This is an optimization exercise on Yosys and OpenROAD, whose aim is a short achievable clock period and few clock cycles, not a production implementation. Function was checked by simulation only, so behaviour that the tests miss may differ from the original. Power figures rest on the tool's default switching activity, not on a simulated workload.

<file path="design.v">
module bvm_alu (
    input  wire [3:0] op,       
    input  wire [7:0] a,
    input  wire [7:0] b,
    output reg  [7:0] y,
    output wire       div_zero
);
    wire [15:0] prod = a * b;
    assign div_zero = (op == 4'd3) && (b == 8'd0);
    always @* begin
        case (op)
            4'd0: y = a + b;
            4'd1: y = a - b;
            4'd2: y = prod[7:0];
            4'd3: y = (b == 8'd0) ? 8'd0 : a / b;
            4'd4: y = a & b;
            4'd5: y = a | b;
            4'd6: y = a ^ b;
            4'd7: y = (b >= 8'd8) ? 8'd0 : (a << b[2:0]);
            4'd8: y = (b >= 8'd8) ? 8'd0 : (a >> b[2:0]);
            default: y = 8'd0;
        endcase
    end
endmodule
module bvm_classify (
    input  wire [7:0] b0,
    input  wire [3:0] f4,
    output reg        needs_b1,   
    output reg        valid,      
    output reg  [4:0] cls,        
    output reg  [2:0] len         
);
    always @* begin
        needs_b1 = 1'b0;
        valid    = 1'b0;
        cls      = 5'd0;
        len      = 3'd4;
        case (b0)
            8'h08: begin needs_b1 = 1'b1; len = 3'd3; valid = (f4 <= 4'd8); cls = 5'd0; end   
            8'h10, 8'h11, 8'h12, 8'h13, 8'h14, 8'h15, 8'h16:
                   begin valid = 1'b1; cls = 5'd1; end                                    
            8'h18: begin needs_b1 = 1'b1; valid = (f4 <= 4'd1); cls = 5'd2; end             
            8'h20: begin needs_b1 = 1'b1; valid = (f4 <= 4'd1); cls = (f4 == 4'd0) ? 5'd3 : 5'd4; end  
            8'h28: begin valid = 1'b1; cls = 5'd5; end    
            8'h29: begin valid = 1'b1; cls = 5'd6; end    
            8'h2A: begin valid = 1'b1; cls = 5'd7; end    
            8'h30: begin valid = 1'b1; cls = 5'd8; end    
            8'h31: begin valid = 1'b1; cls = 5'd9; end    
            8'h32: begin valid = 1'b1; cls = 5'd10; end   
            8'h38, 8'h39, 8'h3A, 8'h3B, 8'h3C, 8'h3D:
                   begin valid = 1'b1; cls = 5'd11; end   
            8'h40: begin valid = 1'b1; cls = 5'd12; end   
            8'h48: begin valid = 1'b1; cls = 5'd13; end   
            8'hFF: begin valid = 1'b1; cls = 5'd14; end   
            default: ;
        endcase
    end
endmodule
module bvm_core (
    input  wire        clk,
    input  wire        rst,           
    input  wire [12:0] prog_limit,    
    input  wire [15:0] max_steps,     
    output reg         mem_req,
    output reg         mem_we,
    output reg  [11:0] mem_addr,
    output reg  [7:0]  mem_wdata,
    input  wire        mem_ready,
    input  wire [7:0]  mem_rdata,
    input  wire [3:0]  dbg_addr,
    output wire [7:0]  dbg_data,
    output reg  [2:0]  status,        
    output reg  [15:0] pc,
    output reg  [15:0] last_pc,
    output reg  [31:0] last_word,
    output reg  [15:0] steps,
    output reg  [16:0] fault_addr,
    output reg         dz_valid,
    output reg  [15:0] dz_pc
);
    localparam ST_RUN = 3'd0, ST_HALT = 3'd1, ST_UNK = 3'd2, ST_OOB = 3'd3, ST_CEIL = 3'd4;
    localparam C_R = 5'd0, C_I = 5'd1, C_SHI = 5'd2, C_LUI = 5'd3, C_AUIPC = 5'd4,
               C_LB = 5'd5, C_LH = 5'd6, C_LW = 5'd7, C_SB = 5'd8, C_SH = 5'd9, C_SW = 5'd10,
               C_BR = 5'd11, C_JAL = 5'd12, C_JALR = 5'd13, C_HALT = 5'd14;
    localparam S_STEP = 3'd0, S_FETCH = 3'd1, S_EXEC = 3'd2, S_MEM = 3'd3, S_DONE = 3'd4;
    reg [2:0]  state;
    reg [1:0]  idx;           
    reg [31:0] ir;            
    reg [4:0]  cls;
    reg [2:0]  len;
    reg [11:0] ea;            
    reg [7:0]  regs [0:15];
    assign dbg_data = regs[dbg_addr];
    wire [16:0] fetch_addr = {1'b0, pc} + {15'd0, idx};
    wire        fetch_ok   = fetch_addr < {4'd0, prog_limit};
    wire [7:0] cl_b0 = (idx == 2'd0) ? mem_rdata : ir[7:0];
    wire [3:0] cl_f4 = mem_rdata[3:0];
    wire       cl_needs_b1, cl_valid;
    wire [4:0] cl_cls;
    wire [2:0] cl_len;
    bvm_classify u_cls (.b0(cl_b0), .f4(cl_f4), .needs_b1(cl_needs_b1), .valid(cl_valid),
                        .cls(cl_cls), .len(cl_len));
    wire [16:0] instr_end  = {1'b0, pc} + {14'd0, cl_len};
    wire        instr_fits = instr_end <= {4'd0, prog_limit};
    wire [3:0]  f4    = ir[11:8];
    wire [2:0]  f3    = ir[2:0];
    wire [3:0]  r_rd  = ir[15:12];
    wire [3:0]  r_rs1 = ir[19:16];
    wire [3:0]  r_rs2 = ir[23:20];
    wire [3:0]  i_rd  = ir[11:8];
    wire [3:0]  i_rs1 = ir[15:12];
    wire [15:0] imm16 = ir[31:16];
    wire [19:0] imm20 = ir[31:12];
    wire [3:0]  s_rs1 = ir[11:8];
    wire [3:0]  s_rs2 = ir[15:12];
    wire [3:0]  sh_rs1 = ir[27:24];
    wire [15:0] next_pc = pc + {13'd0, len};
    reg  [3:0] alu_op;
    reg  [7:0] alu_a, alu_b;
    wire [7:0] alu_y;
    wire       alu_dz;
    always @* begin
        alu_op = 4'd0;
        alu_a  = 8'd0;
        alu_b  = 8'd0;
        case (cls)
            C_R: begin
                alu_op = f4;
                alu_a  = regs[r_rs1];
                alu_b  = regs[r_rs2];
            end
            C_I: begin
                alu_op = {1'b0, f3};
                alu_a  = regs[i_rs1];
                alu_b  = imm16[7:0];
            end
            C_SHI: begin
                alu_op = (f4 == 4'd0) ? 4'd7 : 4'd8;
                alu_a  = regs[sh_rs1];
                alu_b  = {3'd0, imm16[4:0]};
            end
            default: ;
        endcase
    end
    bvm_alu u_alu (.op(alu_op), .a(alu_a), .b(alu_b), .y(alu_y), .div_zero(alu_dz));
    wire signed [7:0] br_a = regs[s_rs1];
    wire signed [7:0] br_b = regs[s_rs2];
    reg br_taken;
    always @* begin
        case (f3)
            3'd0: br_taken = (br_a == br_b);
            3'd1: br_taken = (br_a != br_b);
            3'd2: br_taken = (br_a <  br_b);
            3'd3: br_taken = (br_a >  br_b);
            3'd4: br_taken = (br_a <= br_b);
            default: br_taken = (br_a >= br_b);
        endcase
    end
    wire [15:0] br_target   = next_pc + imm16;
    wire [15:0] jal_target  = next_pc + imm20[15:0];    
    wire [7:0]  link        = next_pc[15:8];
    wire [7:0]  jalr_base   = (i_rs1 == i_rd) ? link : regs[i_rs1];
    wire [15:0] jalr_sum    = {8'd0, jalr_base} + imm16;
    wire [15:0] jalr_target = {jalr_sum[15:1], 1'b0};
    wire [7:0]  auipc_val   = next_pc[15:8] + imm16[7:0];
    wire [11:0] ea_calc  = {4'd0, regs[(cls == C_LB || cls == C_LH || cls == C_LW) ? i_rs1 : s_rs1]}
                           + imm16[11:0];
    reg  [1:0]  data_last;    
    always @* begin
        case (cls)
            C_LH, C_SH: data_last = 2'd1;
            C_LW, C_SW: data_last = 2'd3;
            default:    data_last = 2'd0;
        endcase
    end
    wire [3:0] sw_hi = s_rs2 + 4'd1;
    wire [3:0] lw_hi = i_rd + 4'd1;
    always @* begin
        mem_req   = 1'b0;
        mem_we    = 1'b0;
        mem_addr  = fetch_addr[11:0];
        mem_wdata = 8'd0;
        if (state == S_FETCH) begin
            mem_req = 1'b1;
        end else if (state == S_MEM) begin
            mem_req  = 1'b1;
            mem_we   = (cls == C_SB) || (cls == C_SH) || (cls == C_SW);
            mem_addr = ea + {10'd0, idx};
            if (idx == 2'd0)
                mem_wdata = regs[s_rs2];
            else if (idx == 2'd1 && cls == C_SW)
                mem_wdata = regs[sw_hi];
        end
    end
    integer k;
    always @(posedge clk) begin
        if (rst) begin
            state      <= S_STEP;
            status     <= ST_RUN;
            pc         <= 16'd0;
            last_pc    <= 16'd0;
            last_word  <= 32'd0;
            steps      <= 16'd0;
            fault_addr <= 17'd0;
            dz_valid   <= 1'b0;
            dz_pc      <= 16'd0;
            idx        <= 2'd0;
            ir         <= 32'd0;
            cls        <= 5'd0;
            len        <= 3'd4;
            ea         <= 12'd0;
            for (k = 0; k < 16; k = k + 1)
                regs[k] <= 8'd0;
        end else begin
            dz_valid <= 1'b0;
            case (state)
                S_STEP: begin
                    if (steps >= max_steps) begin
                        status <= ST_CEIL;
                        state  <= S_DONE;
                    end else begin
                        last_pc   <= pc;
                        last_word <= 32'd0;
                        ir        <= 32'd0;
                        idx       <= 2'd0;
                        len       <= 3'd0;
                        if (!fetch_ok) begin
                            status     <= ST_OOB;
                            fault_addr <= {1'b0, pc};
                            state      <= S_DONE;
                        end else begin
                            state <= S_FETCH;
                        end
                    end
                end
                S_FETCH: begin
                    if (mem_ready) begin
                        case (idx)
                            2'd0: begin ir[7:0]   <= mem_rdata; last_word[7:0]   <= mem_rdata; end
                            2'd1: begin ir[15:8]  <= mem_rdata; last_word[15:8]  <= mem_rdata; end
                            2'd2: begin ir[23:16] <= mem_rdata; last_word[23:16] <= mem_rdata; end
                            default: begin ir[31:24] <= mem_rdata; last_word[31:24] <= mem_rdata; end
                        endcase
                        if (idx == 2'd0 && cl_needs_b1) begin
                            if (fetch_addr + 17'd1 < {4'd0, prog_limit}) begin
                                idx <= 2'd1;
                            end else begin
                                status     <= ST_OOB;
                                fault_addr <= fetch_addr + 17'd1;
                                state      <= S_DONE;
                            end
                        end else if (idx == 2'd0 || (idx == 2'd1 && len == 3'd0)) begin
                            if (!cl_valid) begin
                                status <= ST_UNK;
                                state  <= S_DONE;
                            end else if (!instr_fits) begin
                                status     <= ST_OOB;
                                fault_addr <= {4'd0, prog_limit};
                                state      <= S_DONE;
                            end else begin
                                cls <= cl_cls;
                                len <= cl_len;
                                idx <= idx + 2'd1;
                            end
                        end else begin
                            if ({1'b0, idx} == len - 3'd1) begin
                                state <= S_EXEC;
                                idx   <= 2'd0;
                            end else begin
                                idx <= idx + 2'd1;
                            end
                        end
                    end
                end
                S_EXEC: begin
                    case (cls)
                        C_R, C_I, C_SHI: begin
                            if (alu_dz) begin
                                dz_valid <= 1'b1;
                                dz_pc    <= pc;
                            end else begin
                                regs[(cls == C_R || cls == C_SHI) ? r_rd : i_rd] <= alu_y;
                            end
                            pc    <= next_pc;
                            steps <= steps + 16'd1;
                            state <= S_STEP;
                        end
                        C_LUI: begin
                            regs[r_rd] <= imm16[15:8];
                            pc    <= next_pc;
                            steps <= steps + 16'd1;
                            state <= S_STEP;
                        end
                        C_AUIPC: begin
                            regs[r_rd] <= auipc_val;
                            pc    <= next_pc;
                            steps <= steps + 16'd1;
                            state <= S_STEP;
                        end
                        C_BR: begin
                            pc    <= br_taken ? br_target : next_pc;
                            steps <= steps + 16'd1;
                            state <= S_STEP;
                        end
                        C_JAL: begin
                            regs[i_rd] <= link;
                            pc    <= jal_target;
                            steps <= steps + 16'd1;
                            state <= S_STEP;
                        end
                        C_JALR: begin
                            regs[i_rd] <= link;
                            pc    <= jalr_target;
                            steps <= steps + 16'd1;
                            state <= S_STEP;
                        end
                        C_HALT: begin
                            status <= ST_HALT;
                            steps  <= steps + 16'd1;
                            state  <= S_DONE;
                        end
                        default: begin
                            ea    <= ea_calc;
                            idx   <= 2'd0;
                            state <= S_MEM;
                        end
                    endcase
                end
                S_MEM: begin
                    if (mem_ready) begin
                        if (idx == 2'd0 && (cls == C_LB || cls == C_LH || cls == C_LW))
                            regs[i_rd] <= mem_rdata;
                        if (idx == 2'd1 && cls == C_LW)
                            regs[lw_hi] <= mem_rdata;
                        if (idx == data_last) begin
                            pc    <= next_pc;
                            steps <= steps + 16'd1;
                            idx   <= 2'd0;
                            state <= S_STEP;
                        end else begin
                            idx <= idx + 2'd1;
                        end
                    end
                end
                default: ;   
            endcase
        end
    end
endmodule
</file>
<file path="run.sh">
#!/bin/bash
# synth_recipe.tcl (not shown) runs the flow's synth.tcl, then flattens the netlist and writes it again
# the make line also repeats each setting of config.mk as NAME=value (left out here)
make -C /OpenROAD-flow-scripts/flow DESIGN_CONFIG=/design/flow/config.mk WORK_HOME=/design/flow/orfs CLKGATE_MAP_FILE= SYNTH_SCRIPT=/design/flow/synth_recipe.tcl finish
</file>
<file path="constraint.sdc">
create_clock -name core_clock -period 14.0 [get_ports {clk}]
set_input_delay 2.8000 -clock core_clock [delete_from_list [all_inputs] [get_ports {clk}]]
set_output_delay 2.8000 -clock core_clock [all_outputs]
set_load 0.01 [all_outputs]
</file>
<file path="config.mk">
export PLATFORM = sky130hd
export DESIGN_NAME = bvm_core
export DESIGN_NICKNAME = bvm_core
export VERILOG_FILES = /design/flow/design.v
export SDC_FILE = /design/flow/constraint.sdc
export NUM_CORES = 4
export LEC_CHECK = 0
export CAP_MARGIN = 20
export CORE_MARGIN = 2
export CORE_UTILIZATION = 40
export SLEW_MARGIN = 20
</file>
==> notes.md <==
==> repair_timing <==
item                                    4_1_cts  5_1_grt
resized for setup                             0       30
endpoints found under the setup margin        0       16
setup buffers                                 0       13
hold buffers                                  0        0
==> cell families (layout without fill, tap and decap cells) <==
family / Yosys count / count (layout) / share of synthesized area
xor+xnor: 160 / 160 / 0.0452
flops: 296 / 296 / 0.228
simple gates: 1156 / 1156 / 0.177
compound gates: 761 / 761 / 0.167
mux: 425 / 425 / 0.227
buf+inv: 410 / 595 / 0.0565
fa+ha+maj: 237 / 237 / 0.0989
==> power breakdown <==
group	switching [W]	internal (W)	total, W
clock	0.000419	0.000540	0.000959
sequential	0.0000988	0.000944	0.00104
combinational	0.00111	0.000701	0.00181
total	0.00162	0.00219	0.00381
==> critical path, delay by kind of cell, from the launching register on <==
family / cells / cell delay (ns)
multiplexers: 5 / 1.31
flip-flops: 1 / 0.50
AND/OR/NAND/NOR: 19 / 2.49
AO/OA/AOI/OAI: 31 / 5.58
adder cells (fa/ha/maj): 8 / 2.33
buffers and inverters: 3 / 0.57
==> registers in the layout, indices dropped and copies added (netlist names), named ones only <==
| signal | count |
|---|---|
| len | 2 |
| steps | 16 |
| last_pc | 16 |
| ea | 12 |
| state | 3 |
| ir | 8 |
| dz_valid | 1 |
| regs | 128 |
| status | 3 |
| cls | 4 |
| pc | 16 |
| dz_pc | 16 |
| idx | 2 |
| last_word | 32 |
| fault_addr | 17 |
==> through the flow <==
stage | setup slack [ns] | instances | hold slack [ns]
after floorplan | 0.674 | 3445 | 0.465
after global placement | 0.550 | 4601 | 0.442
after detailed placement | 0.211 | 4601 | 0.448
after CTS | 0.124 | 4664 | 0.456
after global routing | -0.0339 | 4680 | 0.475
final | 0.871 | 4680 | 0.454
==> cell usage after synthesis (94+ instances only) <==
cell type                  count  share of area
sky130_fd_sc_hd__ha_1        214          0.085
sky130_fd_sc_hd__nand2_1     247          0.029
sky130_fd_sc_hd__inv_1       145          0.017
sky130_fd_sc_hd__edfxtp_1    128           0.12
sky130_fd_sc_hd__nor3_1       94          0.015
sky130_fd_sc_hd__mux2i_1     175          0.055
sky130_fd_sc_hd__clkbuf_1    136          0.016
sky130_fd_sc_hd__nor2_1      384          0.046
sky130_fd_sc_hd__a21oi_1     185          0.029
sky130_fd_sc_hd__o21ai_0     126          0.020
sky130_fd_sc_hd__dfxtp_1     168           0.11
sky130_fd_sc_hd__mux4_2      233           0.17
sky130_fd_sc_hd__nand3_1     116          0.018
==> final cells by class <==
| type | instances | area share |
|---|---|---|
| tap | 1050 | 0.0361 |
| multi-input combinational | 2739 | 0.626 |
| timing repair buffer | 376 | 0.0913 |
| clock buffer | 44 | 0.0258 |
| clock inverter | 19 | 0.00574 |
| sequential | 296 | 0.198 |
| inverter | 156 | 0.0161 |
==> placed cells by master, fill, tap and decap left out, types with 29 or more instances in the layout <==
master                            instances
sky130_fd_sc_hd__nand2_1                245
sky130_fd_sc_hd__clkbuf_16               36
sky130_fd_sc_hd__xor2_1                  66
sky130_fd_sc_hd__nor3_1                  92
sky130_fd_sc_hd__o21a_1                  31
sky130_fd_sc_hd__buf_4                  182
sky130_fd_sc_hd__edfxtp_1               128
sky130_fd_sc_hd__a21o_1                  47
sky130_fd_sc_hd__o211ai_1                39
sky130_fd_sc_hd__xnor2_1                 91
sky130_fd_sc_hd__nand2b_1                31
sky130_fd_sc_hd__a211oi_1                31
sky130_fd_sc_hd__nand4_1                 41
sky130_fd_sc_hd__dfxtp_1                159
sky130_fd_sc_hd__inv_1                  145
sky130_fd_sc_hd__nor2b_1                 43
sky130_fd_sc_hd__nor2_1                 382
sky130_fd_sc_hd__clkdlybuf4s50_1        188
sky130_fd_sc_hd__nand3_1                114
sky130_fd_sc_hd__a31oi_1                 29
sky130_fd_sc_hd__mux2i_1                170
sky130_fd_sc_hd__a22oi_1                 59
sky130_fd_sc_hd__o21ai_0                123
sky130_fd_sc_hd__a21oi_1                183
sky130_fd_sc_hd__ha_1                   213
sky130_fd_sc_hd__mux4_2                 233
==> worst paths after layout <==
path	from	end	slack, ns	cells after the start
setup / recovery	regs[7][7]	regs[0][0]	0.87	66
hold / removal	last_word[0]	last_word[0]	0.45	2
setup reg to reg	regs[7][7]	regs[0][0]	0.87	66
hold reg to reg	last_word[0]	last_word[0]	0.45	2
==> metal layers <==
layer  wire length [µm]  up-vias
met4               8070        4
li1                   -    13300
met3              15200      497
met1              51900    14800
met2              58400     2030
met5                 31        -
==> impl_metrics.yaml <==
power:
  irDropWorstVdd_mv: 0.0946
  power_per_unit_of_standard_cell_area_nw_per_um2: 105
  leakage_nw: 13.9
  p_total_w: 0.00381
synth:
  distinct_cell_type_count_of_the_synthesized_netlist: 116
  postSynthRegisterBits: 296
  per_instance_average_area_after_synthesis_um2: 9.18
  dominantRegCellSynth: "sky130_fd_sc_hd__dfxtp_1"
  synth_edf_count: 128
  synth.cell_area_um2: 31600
  yosysSeqAreaShare: 0.228
  synthesis.instances: 3445
  async_flop_share: 0
  synthesized_netlist_net_count: 3725
  ys.warnings.count: 3
cells_and_area:
  postLayoutCellArea_um2: 36400
  multi_input_comb_area_um2: 22800
  design.final.nets: 3884
  drive_gt1_frac: 0.170
  area_delta_synth_final_pct: 15.1
  final_util: 0.463
  n_antenna_cell: 0
  seq_area_um2: 7230
  num-fill-cells: 7579
global_route:
  number_of_global_route_vias_before_repair: 29100
  grt_pass1_wl_mm: 196
  global_route.peak_usage_layer: "met2"
  overflow: 0
  groute.layer.met2.usage: 0.493
  grt_start_max_net_pins: 82
  grt.met1_usage: 0.418
  grt_antenna_before_repair: 4
  grt_util_all_layers: 0.319
  grt_util_met3: 0.0762
clock_network:
  clk_pin_slew_worst_paths_ns: 0.06
  clock_tree_from_tritoncts: "yes"
  cts-buffers-inserted: 35
  cts.root.buffer_cell: "sky130_fd_sc_hd__clkbuf_16"
  clock-sinks: 296
  worst_skew_pair.late_latency_ns: 0.58
  cts_max_path_bufs: 3
  cts-htree-levels: 2
routing:
  detail_route.first_pass.iterations: 8
  vias_per_cell: 6.54
  drc_errors: 0
  drt_iter0_drc: 3733
  routed_wire_length_per_instance_um: 28.6
  route.antenna.remaining_nets: 0
  vias: 30600
  finalWirelength_mm: 134
floorplanning:
  die_area_um2: 81400
  initial_utilization: 0.402
  die_width_um: 285
  die_height_um: 285
  boundaryPins: 191
  row_count: 103
  core_region_area_um2: 78600
setup_path:
  crit_fanout: 16
  worstSetupPathType: "reg2reg"
  worstSetupEndpointType: "register"
  max_stage_delay_ns: 0.51
  critical_path.slowest_cell: "sky130_fd_sc_hd__mux4_2"
  data_required_time_of_the_critical_path_ns: 14.29
  critPathLaunchType: "register"
  critPathMostFrequentCell: "sky130_fd_sc_hd__o21a_1"
  cp_data_arrival_time_ns: 13.42
place:
  gpl.final_weighted_congestion: 1.08
  dpl-instance-area_um2: 35000
  detailedPlacementHpwl_mm: 101
  placement.io_buffers: 190
job:
  max-cap-violations: 0
min_path:
  path_type_of_the_worst_min_delay_path: "reg2reg"
timing:
  hold_viol: 0
  setup_violations: 0
  worst-slew-pin-transition_ns: 1.17
  final_max_slew_viol_count: 0
  timing.final.crit_share: 0.938
  finalCriticalPeriod_ns: 13.13
  worst_skew_ns: 0.0302
  aggregate_negative_setup_slack_ns: 0
  fmax_mhz: 76.2
  slew_headroom: 0.215
outcome:
  run_status: "complete, no violations"
Testbench counts, summed over its fixed seeds: cycles 268,446.

-- what the ideal ports hide --
The flow's constraints put no driver on any port. The routed layout listed below was extracted and timed again, unchanged, in two steps.
Step 1 assumes that a clkbuf_16 drives the clock port and a buf_2 every other input.
Step 2 moves the port delays by t, midway between the first and last clock arrival at a register: inputs arrive t later, outputs are due t later. That takes back most of the time a late clock gives input paths.
Three values: ideal ports, drivers, drivers and shift; two values: the first two.
t, ns: 0.629
slack for setup (ns): 0.871 / 0.871 / 0.871
slew at the worst register clock pin (ns): 0.08 / 0.08
After both steps this run still meets setup and hold. For this run, drivers alone change the setup slack by 0.000 ns; drivers and shift together by 0.000 ns.
